What follows belongs to an exercise in optimizing a design on an open flow for small area, a short achievable clock period and few clock cycles; a production flow would make more cautious choices.
Only simulation tests tie the RTL to the original design; equivalence was not proved.
Power is estimated from default activity; no workload was simulated.

==> inputs of v6 <==
// mcl_crcfc
module mcl_crcfc #(
    parameter integer BUF_SIZE  = 64,      
    parameter integer XBUF_SIZE = 56,      
    parameter integer MAXSIZE   = 64,      
    parameter [7:0]   DELIM     = 8'h7C    
) (
    input  wire        clk,
    input  wire        rst,         
    input  wire        bus_req,
    input  wire        bus_we,
    input  wire [13:0] bus_addr,
    input  wire [31:0] bus_wdata,
    output wire        bus_ack,
    output reg  [31:0] bus_rdata
);
    localparam [2:0] C_OK = 3'd0, C_OVERSIZE = 3'd1, C_NOTFOUND = 3'd2, C_FORMAT = 3'd3,
                     C_RANGE = 3'd4, C_AUTH = 3'd5, C_ILLEGAL = 3'd6;
    localparam [7:0] OP_NOP = 8'h00, OP_SRESET = 8'h01,
                     OP_CRC_SEED = 8'h10, OP_CRC_INIT_N = 8'h11, OP_CRC_INIT_I = 8'h12,
                     OP_CRC_BYTE_N = 8'h13, OP_CRC_BYTE_I = 8'h14,
                     OP_CRC_RANGE_N = 8'h15, OP_CRC_RANGE_I = 8'h16,
                     OP_MSG_CSUM = 8'h18, OP_MSG_SETCSUM = 8'h19, OP_MSG_VERIFY = 8'h1A,
                     OP_CLEAR = 8'h20, OP_APP_U8 = 8'h21, OP_APP_U16 = 8'h22, OP_APP_I16 = 8'h23,
                     OP_APP_U32 = 8'h24, OP_APP_I32 = 8'h25, OP_APP_BOOL = 8'h26,
                     OP_APP_FLOAT = 8'h27, OP_APP_STR = 8'h28,
                     OP_LOCATE = 8'h30, OP_FIELD_COUNT = 8'h31, OP_RD_U8 = 8'h32,
                     OP_RD_U16 = 8'h33, OP_RD_I16 = 8'h34, OP_RD_U32 = 8'h35, OP_RD_I32 = 8'h36,
                     OP_RD_BYTES = 8'h37, OP_CUR_FIRST = 8'h38, OP_CUR_LAST = 8'h39,
                     OP_CUR_NEXT = 8'h3A, OP_CUR_PREV = 8'h3B;
    localparam [3:0] S_IDLE = 4'd0, S_CRC = 4'd1, S_MSGH = 4'd2, S_VER = 4'd3, S_APP = 4'd4,
  ...
Settings: LEC_CHECK=0, ABC_CLOCK_PERIOD_IN_PS=7000, CAP_MARGIN=10, CORE_MARGIN=2, CORE_UTILIZATION=40, PLACE_DENSITY=0.6, SETUP_SLACK_MARGIN=4.5, SLEW_MARGIN=10; clock period 12.0 ns.
run.sh (not shown) runs the stock make flow with config.mk's settings and CLKGATE_MAP_FILE= SYNTH_SCRIPT=/design/flow/synth_recipe.tcl, a recipe that flattens the netlist after the stock synthesis.
==> v15: changes against v6 <==
--- a/flow/design.v
+++ b/flow/design.v
@@ -151,19 +151,20 @@
         end
     endgenerate
     wire [7:0] dsize   = bflat[8*5 +: 8];
     wire       pay_bad = (dsize > 8'd58);
     wire       dnz     = (dsize != 8'd0);
+    wire [5:0]  eng_a = scan_r ? cur[5:0] + 6'd6 : cur[5:0];
     reg  [15:0] bws;
     reg  [3:0]  bbs, xbs;
     reg  [13:0] xws;
     reg  [31:0] bword, xword;
     reg  [7:0]  bbyte, xbyte;
     integer pi;
     always @(*) begin
-        for (pi = 0; pi < 16; pi = pi + 1) bws[pi] = idle ? (bus_addr[5:2] == pi) : (cur[5:2] == pi);
-        for (pi = 0; pi < 4; pi = pi + 1)  bbs[pi] = idle ? (bus_addr[1:0] == pi) : (cur[1:0] == pi);
+        for (pi = 0; pi < 16; pi = pi + 1) bws[pi] = idle ? (bus_addr[5:2] == pi) : (eng_a[5:2] == pi);
+        for (pi = 0; pi < 4; pi = pi + 1)  bbs[pi] = idle ? (bus_addr[1:0] == pi) : (eng_a[1:0] == pi);
         for (pi = 0; pi < 14; pi = pi + 1) xws[pi] = (state == S_APP) ? (kk[3:0] == pi) : (bus_addr[5:2] == pi);
         for (pi = 0; pi < 4; pi = pi + 1)  xbs[pi] = (bus_addr[1:0] == pi);
         bword = 32'd0;
         for (pi = 0; pi < 16; pi = pi + 1) bword = bword | (bflat[32*pi +: 32] & {32{bws[pi]}});
         bbyte = 8'd0;
@@ -850,13 +851,24 @@
                 end
             end
             S_SCAN: begin
                 ack_c = 1'b0;
                 if (kk == 6'd0) begin
-                    ack_c   = fnd_end;
+                    ack_c   = fnd_end || (seg_len == 6'd1);
                     state_n = S_IDLE;
                     found;
+                    if (!fnd_end) begin
+                        cur_n = {1'b0, fs} + 7'd7;
+                        hi_n  = {1'b0, seg_len} - 7'd1;
+                        if (dop == OP_RD_BYTES) begin
+                            xen  = 1'b1;
+                            kk_n = 6'd1;
+                        end else begin
+                            res_n = {24'd0, bbyte};
+                        end
+                        if (seg_len == 6'd1) state_n = S_IDLE;
+                    end
                 end else begin
                     cur_n  = hi + 7'd1;
                     hi_n   = {1'b0, ndne};
                     slen_n = ndne - hi[5:0] - 6'd1;
                     kk_n  = kk - 6'd1;
CAP_MARGIN = 20   (was 10)
CTS_CLUSTER_SIZE = 30   (was default)
SETUP_SLACK_MARGIN = 4.0   (was 4.5)
SLEW_MARGIN = 20   (was 10)
==> flow_summary.yaml <==
status:
  status: "failed layout checks"
  failed_checks: "capacitance limit, slew limit"
job:
  maxCapViolations: 1
timing:
  slew_violations: 66
floorplan:
  initial_utilization: 0.404
global_routing:
  grt_pass1_wl_mm: 519
the above is filed under v6

==> flow_summary.yaml <==
status:
  status: "timing/DRC/antenna clean"
floorplan:
  initial_utilization: 0.402
power:
  seqPwrFrac: 0.457
  switchingPower_mw: 2.96
timing:
  slew_violations: 0
cells_and_area:
  multi_input_area_um2: 42100
the above is filed under v15

Testbench counts of v6, summed over its fixed seeds: cycles 31,096.
Testbench counts of v15, summed over its fixed seeds: cycles 30,910.

-- separate check: timing with driven ports --
The results above use ideal ports. As a check the final layouts listed here were re-extracted and re-timed, cells and wires unchanged. Step 1, drivers: a clkbuf_16 drives clk and a buf_2 each remaining input, both assumed. Step 2, shift: input delay + t, output delay - t, t = (earliest + latest rising clock arrival at the registers) / 2. This alone moves slack from input paths to output paths. Slacks: ideal / step 1 / step 2; pairs: ideal / step 1.
| run | shift t [ns] | slack for setup (ns) | clock arrival spread, ns | worst slew at a driven data input, ns |
|---|---|---|---|---|
| v6 | 0.918 | 3.982 / 3.922 / 3.242 | 0.063 / 0.064 | 0.22 |
| v15 | 0.909 | 3.598 / 3.521 / 2.834 | 0.049 / 0.049 | 0.32 |
The setup slack of v15, which loses most, moves by -0.077 ns with the drivers and by -0.764 ns with both steps.
